This is an optimization exercise on Yosys and OpenROAD, whose aim is a short achievable clock period and few clock cycles, not a production implementation. In this exercise RTL edits were held to simulation tests only and were not proved equivalent to the original. No activity file was given, so power comes from the tool's default toggle rates.

==> trial 3 <==
## bsc_codec
module bsc_codec (
    input  wire        clk,
    input  wire        rst,
    input  wire        cmd_valid,
    output wire        cmd_ready,
    input  wire [31:0] cmd_word,
    input  wire [63:0] cmd_opnd,
    output wire        rsp_valid,
    output wire [7:0]  rsp_status,
    output wire [63:0] rsp_data
);
    localparam [7:0] OP_NOP       = 8'h00;
    localparam [7:0] OP_WR_INIT   = 8'h10;
    localparam [7:0] OP_WR_PUSH   = 8'h11;
    localparam [7:0] OP_WR_FINISH = 8'h12;
    localparam [7:0] OP_ENC_BYTE  = 8'h13;
    localparam [7:0] OP_ENC_EOS   = 8'h14;
    localparam [7:0] OP_ENC_NOOP  = 8'h15;
    localparam [7:0] OP_DENC_BYTE = 8'h16;
    localparam [7:0] OP_DENC_END  = 8'h17;
    localparam [7:0] OP_OB_READ   = 8'h18;
    localparam [7:0] OP_RD_INIT   = 8'h20;
    localparam [7:0] OP_RD_PULL   = 8'h21;
    localparam [7:0] OP_DEC_START = 8'h22;
    localparam [7:0] OP_DEC_NEXT  = 8'h23;
    localparam [7:0] OP_DDEC_RUN  = 8'h24;
    localparam [7:0] OP_ACC_READ  = 8'h25;
    localparam [7:0] OP_IB_WRITE  = 8'h26;
    localparam [7:0] OP_REG_READ  = 8'h30;
    localparam [7:0] ST_OK        = 8'h00;
    localparam [7:0] ERR_ILLEGAL  = 8'h01;
    localparam [7:0] ERR_ADDR     = 8'h02;
    localparam [7:0] ERR_LENGTH   = 8'h03;
    localparam [7:0] ERR_FAULTED  = 8'h04;
    localparam [7:0] ERR_WIDTH    = 8'h10;
    localparam [7:0] ERR_VALUE    = 8'h11;
    localparam [7:0] ERR_OBUF_FULL= 8'h12;
    localparam [7:0] ERR_ENC_STATE= 8'h13;
    localparam [7:0] ERR_ZERO_BYTE= 8'h14;
    localparam [7:0] ERR_EXHAUSTED= 8'h20;
    localparam [7:0] ERR_UTF8     = 8'h21;
    localparam [7:0] ERR_NOOP_STR = 8'h22;
  ...
clock: 10.0 ns
lec_check: 0
abc_clock_period_in_ps: 4000
cap_margin: 40
core_margin: 2
core_utilization: 30
setup_slack_margin: 5
slew_margin: 40
run.sh (not shown) runs the stock make flow with config.mk's settings and CLKGATE_MAP_FILE= SYNTH_SCRIPT=/design/flow/synth_recipe.tcl, a recipe that flattens the netlist after the stock synthesis.
==> inputs of trial 59, as changes to trial 3 <==
--- a/flow/design.v
+++ b/flow/design.v
@@ -42,26 +42,34 @@
     localparam [7:0] ERR_NOOP_STR = 8'h22;
     localparam [7:0] ERR_ACC_FULL = 8'h23;
     localparam [7:0] ERR_DONE     = 8'h24;
     reg        ready_q;
     reg        rv_q;
     reg [7:0]  rs_q;
     reg [63:0] rd_q;
-    reg        m_push;       
+    reg        m_rd;         
+    reg [6:0]  h_a;
+    reg        h_reg;
     reg        m_dec;        
     assign cmd_ready  = ready_q;
     assign rsp_valid  = rv_q;
     assign rsp_status = rs_q;
     assign rsp_data   = rd_q;
     reg [6:0]  olen;         
     reg [2:0]  pend;         
     reg [7:0]  wopen;
     reg        enc_instr;
     reg [7:0]  werr;
     reg [7:0]  obuf [0:63];
+    reg        p_val;
+    reg [63:0] p_v;
+    reg [6:0]  p_w;
+    reg [6:0]  p_olen;
+    reg [2:0]  p_pend;
+    reg [3:0]  p_nf;
     reg [6:0]  ilen;         
     reg [6:0]  rpos;         
     reg [2:0]  ro;           
     reg [6:0]  rbq;          
     reg [31:0] dec_left;     
     reg [31:0] dec_target;
     reg [31:0] dec_count;
@@ -161,19 +169,20 @@
         if (werr != 8'd0)      w_st = ERR_FAULTED;
         else if (c_wbad)       w_st = ERR_WIDTH;
         else if (w_vbad)       w_st = ERR_VALUE;
         else if (w_full)       w_st = ERR_OBUF_FULL;
     end
     wire         pu_fire = (x_wrpush && w_st == ST_OK) || (x_encpush && e_st == ST_OK);
     wire         pu_raw  = (c_lo == 3'd1);
-    wire [127:0] pu_vsh  = {cmd_opnd, 64'd0} >> c_w;       
-    wire [63:0]  pu_vl   = pu_raw ? pu_vsh[63:0] : {e_v, 55'd0};
+    wire [63:0]  pu_v    = pu_raw ? cmd_opnd : {55'd0, e_short ? {7'd0, e_v[8:7]} : e_v};
+    wire [6:0]   pu_w    = pu_raw ? c_w : e_short ? 7'd2 : 7'd9;
     wire [3:0]  pu_nf   = pu_raw ? w_nf : e_short ? e_nf2 : e_nf9;
     wire [2:0]  pu_pend = pu_raw ? w_lo[2:0] : e_short ? e_lo2[2:0] : e_lo9[2:0];
-    wire [71:0] pu_tail = {wopen, 64'd0} | ({pu_vl, 8'd0} >> pend);
+    wire [127:0] q_vsh  = {p_v, 64'd0} >> p_w;
+    wire [71:0]  q_tail = {wopen, 64'd0} | ({q_vsh[63:0], 8'd0} >> p_pend);
     function [7:0] tbyte(input [71:0] t, input [3:0] j);
         case (j)
             4'd0: tbyte = t[71:64];
             4'd1: tbyte = t[63:56];
             4'd2: tbyte = t[55:48];
             4'd3: tbyte = t[47:40];
             4'd4: tbyte = t[39:32];
@@ -183,17 +192,17 @@
             default: tbyte = t[7:0];
         endcase
     endfunction
     integer k;
     reg [6:0] ob_j;
     always @(posedge clk) begin
         for (k = 0; k < 64; k = k + 1) begin
-            ob_j = k[6:0] - olen;
-            if (ob_j < 7'd9)
-                obuf[k] <= tbyte(pu_tail, ob_j[3:0]);
+            ob_j = k[6:0] - p_olen;
+            if (p_val && ob_j < 7'd9)
+                obuf[k] <= tbyte(q_tail, ob_j[3:0]);
         end
     end
     wire [3:0]  bltr = 4'd8 - {1'b0, ro};
     wire [3:0]  roff = {1'b0, ro};
     wire [95:0] xw   = {lane[0], lane[1], lane[2], lane[3], lane[4], lane[5],
                         lane[6], lane[7], lane[8], lane[9], lane[10], lane[11]};
     wire [95:0] xa   = xw << roff;                             
@@ -517,15 +526,16 @@
     wire x_dec_go = d_run0p || d_run0d;    
     always @(posedge clk) begin
         if (rst) begin
             ready_q    <= 1'b1;
             rv_q       <= 1'b0;
             rs_q       <= 8'd0;
             rd_q       <= 64'd0;
-            m_push     <= 1'b0;
+            m_rd       <= 1'b0;
+            p_val      <= 1'b0;
             m_dec      <= 1'b0;
             olen       <= 7'd0;
             pend       <= 3'd0;
             wopen      <= 8'd0;
             enc_instr  <= 1'b0;
             werr       <= 8'd0;
             ilen       <= 7'd0;
@@ -545,31 +555,52 @@
             if (accept) begin
                 rs_q <= x_st;
                 rd_q <= x_data;
                 if (x_dec_go && !d_fin) begin
                     rv_q    <= 1'b0;
                     ready_q <= 1'b0;
                     m_dec   <= 1'b1;
+                end else if (p_val && (x_obread || (x_regread && c_imm == 8'd2))) begin
+                    rv_q    <= 1'b0;
+                    ready_q <= 1'b0;
+                    m_rd    <= 1'b1;
+                    h_a     <= c_a;
+                    h_reg   <= x_regread;
                 end else begin
                     rv_q    <= 1'b1;
                 end
             end else if (m_dec) begin
                 if (d_fin) begin
                     rv_q    <= 1'b1;
                     ready_q <= 1'b1;
                     m_dec   <= 1'b0;
                     rs_q    <= d_st;
                     rd_q    <= (d_st != ST_OK) ? 64'd0 :
                                d_noop ? 64'h1_0000_0000 : {57'd0, d_alen_n};
                 end else
                     rv_q    <= 1'b0;
+            end else if (m_rd) begin
+                rv_q    <= 1'b1;
+                ready_q <= 1'b1;
+                m_rd    <= 1'b0;
+                if (rs_q == ST_OK)
+                    rd_q <= {56'd0, (h_reg || h_a >= olen) ? wopen : obuf[h_a[5:0]]};
             end else begin
                 rv_q    <= 1'b0;
                 ready_q <= 1'b1;
-                m_push  <= 1'b0;
+            end
+            if (p_val)
+                wopen <= tbyte(q_tail, p_nf);
+            p_val <= pu_fire;
+            if (pu_fire) begin
+                p_v    <= pu_v;
+                p_w    <= pu_w;
+                p_olen <= olen;
+                p_pend <= pend;
+                p_nf   <= pu_nf;
             end
             if (x_wrinit) begin
                 olen      <= 7'd0;
                 pend      <= 3'd0;
                 wopen     <= 8'd0;
                 enc_instr <= 1'b0;
                 werr      <= 8'd0;
@@ -583,15 +614,14 @@
                     if (x_encbyte) enc_instr <= 1'b1;
                     if (x_enceos)  enc_instr <= 1'b0;
                 end else if (e_st != ERR_FAULTED)
                     werr <= e_st;
             end
             if (pu_fire) begin
                 olen  <= olen + {3'd0, pu_nf};
-                wopen <= tbyte(pu_tail, pu_nf);
                 pend  <= pu_pend;
             end
             if (rdinit_do) begin
                 ilen       <= c_a;
                 rpos       <= 7'd0;
                 ro         <= 3'd0;
                 rbq        <= c_a;
==> inputs of trial 62, as changes to trial 3 <==
--- a/flow/design.v
+++ b/flow/design.v
@@ -42,26 +42,34 @@
     localparam [7:0] ERR_NOOP_STR = 8'h22;
     localparam [7:0] ERR_ACC_FULL = 8'h23;
     localparam [7:0] ERR_DONE     = 8'h24;
     reg        ready_q;
     reg        rv_q;
     reg [7:0]  rs_q;
     reg [63:0] rd_q;
-    reg        m_push;       
+    reg        m_rd;         
+    reg [6:0]  h_a;
+    reg        h_reg;
     reg        m_dec;        
     assign cmd_ready  = ready_q;
     assign rsp_valid  = rv_q;
     assign rsp_status = rs_q;
     assign rsp_data   = rd_q;
     reg [6:0]  olen;         
     reg [2:0]  pend;         
     reg [7:0]  wopen;
     reg        enc_instr;
     reg [7:0]  werr;
     reg [7:0]  obuf [0:63];
+    reg        p_val;
+    reg [63:0] p_v;
+    reg [6:0]  p_olen;
+    reg [2:0]  p_pend;
+    reg [6:0]  p_sh;         
+    reg [3:0]  p_nf;
     reg [6:0]  ilen;         
     reg [6:0]  rpos;         
     reg [2:0]  ro;           
     reg [6:0]  rbq;          
     reg [31:0] dec_left;     
     reg [31:0] dec_target;
     reg [31:0] dec_count;
@@ -161,19 +169,20 @@
         if (werr != 8'd0)      w_st = ERR_FAULTED;
         else if (c_wbad)       w_st = ERR_WIDTH;
         else if (w_vbad)       w_st = ERR_VALUE;
         else if (w_full)       w_st = ERR_OBUF_FULL;
     end
     wire         pu_fire = (x_wrpush && w_st == ST_OK) || (x_encpush && e_st == ST_OK);
     wire         pu_raw  = (c_lo == 3'd1);
-    wire [127:0] pu_vsh  = {cmd_opnd, 64'd0} >> c_w;       
-    wire [63:0]  pu_vl   = pu_raw ? pu_vsh[63:0] : {e_v, 55'd0};
+    wire [63:0]  pu_v    = pu_raw ? cmd_opnd : {55'd0, e_short ? {7'd0, e_v[8:7]} : e_v};
+    wire [6:0]   pu_w    = pu_raw ? c_w : e_short ? 7'd2 : 7'd9;
     wire [3:0]  pu_nf   = pu_raw ? w_nf : e_short ? e_nf2 : e_nf9;
     wire [2:0]  pu_pend = pu_raw ? w_lo[2:0] : e_short ? e_lo2[2:0] : e_lo9[2:0];
-    wire [71:0] pu_tail = {wopen, 64'd0} | ({pu_vl, 8'd0} >> pend);
+    wire [135:0] q_vsh  = {p_v, 72'd0} >> p_sh;
+    wire [71:0]  q_tail = {wopen, 64'd0} | q_vsh[71:0];
     function [7:0] tbyte(input [71:0] t, input [3:0] j);
         case (j)
             4'd0: tbyte = t[71:64];
             4'd1: tbyte = t[63:56];
             4'd2: tbyte = t[55:48];
             4'd3: tbyte = t[47:40];
             4'd4: tbyte = t[39:32];
@@ -183,17 +192,17 @@
             default: tbyte = t[7:0];
         endcase
     endfunction
     integer k;
     reg [6:0] ob_j;
     always @(posedge clk) begin
         for (k = 0; k < 64; k = k + 1) begin
-            ob_j = k[6:0] - olen;
-            if (ob_j < 7'd9)
-                obuf[k] <= tbyte(pu_tail, ob_j[3:0]);
+            ob_j = k[6:0] - p_olen;
+            if (p_val && ob_j < 7'd9)
+                obuf[k] <= tbyte(q_tail, ob_j[3:0]);
         end
     end
     wire [3:0]  bltr = 4'd8 - {1'b0, ro};
     wire [3:0]  roff = {1'b0, ro};
     wire [95:0] xw   = {lane[0], lane[1], lane[2], lane[3], lane[4], lane[5],
                         lane[6], lane[7], lane[8], lane[9], lane[10], lane[11]};
     wire [95:0] xa   = xw << roff;                             
@@ -331,27 +340,26 @@
     wire [6:0]  d_alen1  = m_dec ? acc_len + 7'd1 : 7'd1;
     wire [6:0]  d_alen2  = m_dec ? acc_len + 7'd2 : 7'd2;
     wire [6:0]  d_alen_n = (d_nap == 2'd2) ? d_alen2 : (d_nap == 2'd1) ? d_alen1 : d_alen;
     wire       pull_do = x_rdpull && (pl_st == ST_OK);
     wire       pull_sel = (c_opc[2:0] == 3'd1) && !m_dec;
     wire       adv     = pull_do || d_run;
     function [14:0] dadv(input [4:0] c, input [2:0] o, input [9:0] r);
-        reg [4:0] t; reg [9:0] nr;
+        reg [4:0] t;
         begin
-            t = {2'd0, o} + c;
             case (c)
-                5'd1:  nr = r - 10'd1;
-                5'd2:  nr = r - 10'd2;
-                5'd3:  nr = r - 10'd3;
-                5'd4:  nr = r - 10'd4;
-                5'd9:  nr = r - 10'd9;
-                5'd10: nr = r - 10'd10;
-                5'd11: nr = r - 10'd11;
-                5'd18: nr = r - 10'd18;
-                default: nr = r;
+                5'd1:  t = {2'd0, o} + 5'd1;
+                5'd2:  t = {2'd0, o} + 5'd2;
+                5'd3:  t = {2'd0, o} + 5'd3;
+                5'd4:  t = {2'd0, o} + 5'd4;
+                5'd9:  t = {2'd0, o} + 5'd9;
+                5'd10: t = {2'd0, o} + 5'd10;
+                5'd11: t = {2'd0, o} + 5'd11;
+                5'd18: t = {2'd0, o} + 5'd18;
+                default: t = {2'd0, o};
             endcase
             dadv = {t[4:3], t[2:0], 10'd0};
         end
     endfunction
     wire [14:0] da_p = dadv(ds_p[30:26], ro, rm);
     wire [14:0] da_d = dadv(ds_d[30:26], ro, rm);
     wire [14:0] da   = d_diag ? da_d : da_p;
@@ -517,15 +525,16 @@
     wire x_dec_go = d_run0p || d_run0d;    
     always @(posedge clk) begin
         if (rst) begin
             ready_q    <= 1'b1;
             rv_q       <= 1'b0;
             rs_q       <= 8'd0;
             rd_q       <= 64'd0;
-            m_push     <= 1'b0;
+            m_rd       <= 1'b0;
+            p_val      <= 1'b0;
             m_dec      <= 1'b0;
             olen       <= 7'd0;
             pend       <= 3'd0;
             wopen      <= 8'd0;
             enc_instr  <= 1'b0;
             werr       <= 8'd0;
             ilen       <= 7'd0;
@@ -545,31 +554,52 @@
             if (accept) begin
                 rs_q <= x_st;
                 rd_q <= x_data;
                 if (x_dec_go && !d_fin) begin
                     rv_q    <= 1'b0;
                     ready_q <= 1'b0;
                     m_dec   <= 1'b1;
+                end else if (p_val && (x_obread || (x_regread && c_imm == 8'd2))) begin
+                    rv_q    <= 1'b0;
+                    ready_q <= 1'b0;
+                    m_rd    <= 1'b1;
+                    h_a     <= c_a;
+                    h_reg   <= x_regread;
                 end else begin
                     rv_q    <= 1'b1;
                 end
             end else if (m_dec) begin
                 if (d_fin) begin
                     rv_q    <= 1'b1;
                     ready_q <= 1'b1;
                     m_dec   <= 1'b0;
                     rs_q    <= d_st;
                     rd_q    <= (d_st != ST_OK) ? 64'd0 :
                                d_noop ? 64'h1_0000_0000 : {57'd0, d_alen_n};
                 end else
                     rv_q    <= 1'b0;
+            end else if (m_rd) begin
+                rv_q    <= 1'b1;
+                ready_q <= 1'b1;
+                m_rd    <= 1'b0;
+                if (rs_q == ST_OK)
+                    rd_q <= {56'd0, (h_reg || h_a >= olen) ? wopen : obuf[h_a[5:0]]};
             end else begin
                 rv_q    <= 1'b0;
                 ready_q <= 1'b1;
-                m_push  <= 1'b0;
+            end
+            if (p_val)
+                wopen <= tbyte(q_tail, p_nf);
+            p_val <= pu_fire;
+            if (pu_fire) begin
+                p_v    <= pu_v;
+                p_olen <= olen;
+                p_pend <= pend;
+                p_sh   <= pu_w + {4'd0, pend};
+                p_nf   <= pu_nf;
             end
             if (x_wrinit) begin
                 olen      <= 7'd0;
                 pend      <= 3'd0;
                 wopen     <= 8'd0;
                 enc_instr <= 1'b0;
                 werr      <= 8'd0;
@@ -583,15 +613,14 @@
                     if (x_encbyte) enc_instr <= 1'b1;
                     if (x_enceos)  enc_instr <= 1'b0;
                 end else if (e_st != ERR_FAULTED)
                     werr <= e_st;
             end
             if (pu_fire) begin
                 olen  <= olen + {3'd0, pu_nf};
-                wopen <= tbyte(pu_tail, pu_nf);
                 pend  <= pu_pend;
             end
             if (rdinit_do) begin
                 ilen       <= c_a;
                 rpos       <= 7'd0;
                 ro         <= 3'd0;
                 rbq        <= c_a;
==> summary of the runs <==
The lowest first-iteration DRC count belongs to trial 59, the highest to trial 62.
In trial 62 the critical path depth is higher than in trial 3, by 1.
Synthesized cell count: trial 3 is lower than trial 59 (about 2%).
Total power: trial 62 > trial 3 > trial 59.
Against trial 3, the non-clock buffer count of trial 62 is lower by 713.
Global-route usage: trial 3 < trial 59 < trial 62.
Between trial 62 and trial 3, the lower sequential power is in trial 3 (gap about 4%, measured against trial 3).
==> figures <==
|  | trial 3 | trial 59 | trial 62 |
|---|---|---|---|
| Result of the run | complete, no violations | complete, no violations | complete, no violations |
| Count of cell instances traversed by the critical path | 16 | 16 | 17 |
| Number of synthesized flops with an enable pin | 2,048 | 2,141 | 2,138 |
| Fill cells | 58.6k | 61.0k | 58.8k |
| Clock buffers created by TritonCTS | 278 | 299 | 302 |
| Multi-input logic portion of the cell area | 0.517 | 0.521 | 0.507 |
| # nets final | 21.2k | 21.3k | 20.1k |
| Multi-input combinational cell area | 124,000 µm² | 124,000 µm² | 113,000 µm² |
| FF-to-FF End | lane[52][2] | obuf[31][3] | rd_q[6] |
| Clkbuf count | 329 | 373 | 370 |
| Gate count after technology mapping | 19.9k | 20.4k | 19.3k |
| Arrival time of data at the critical path endpoint | 6.83 ns | 6.04 ns | 6.28 ns |
| Fraction of the yosys area taken by sequential cells | 0.371 | 0.373 | 0.390 |
| N_taps | 8,008 | 8,293 | 7,837 |
| Met3 wire length | 197,000 µm | 198,000 µm | 220,000 µm |
| Worst hold margin | 0.455 ns | 0.456 ns | 0.455 ns |
Testbench counts of trial 3, summed over its fixed seeds: cycles 10,524.
Testbench counts of trial 59, summed over its fixed seeds: cycles 10,531.
Testbench counts of trial 62, summed over its fixed seeds: cycles 10,531.

[static timing again, ports no longer ideal]
How much do the figures lean on ideal ports? The routed layouts below were timed once more, with nothing changed but the port constraints. Step 1: set_driving_cell puts a clkbuf_16 on clk and a buf_2 on each other input, an assumption about the parent block. Step 2 moves the port delays by t, midway between the first and last clock arrival at a register: inputs arrive t later, outputs are due t later. That takes back most of the time a late clock gives input paths. a / b / c = ideal / step 1 / step 2; a / b = the first two.
run | shift t [ns] | setup WS [ns] | latest minus earliest clock arrival (ns) | worst register clock-pin slew, ns | cell pins on the clock port's net
trial 3 | 1.144 | 4.067 / 3.630 / 2.486 | 0.104 / 0.104 | 0.08 / 0.08 | 1
trial 59 | 1.174 | 4.754 / 4.257 / 3.083 | 0.090 / 0.090 | 0.09 / 0.09 | 1
trial 62 | 1.176 | 4.702 / 4.368 / 3.192 | 0.134 / 0.134 | 0.07 / 0.07 | 1
After both steps setup and hold are still met in every run listed. For trial 59, which loses most, drivers alone change the setup slack by -0.497 ns; drivers and shift together by -1.671 ns.
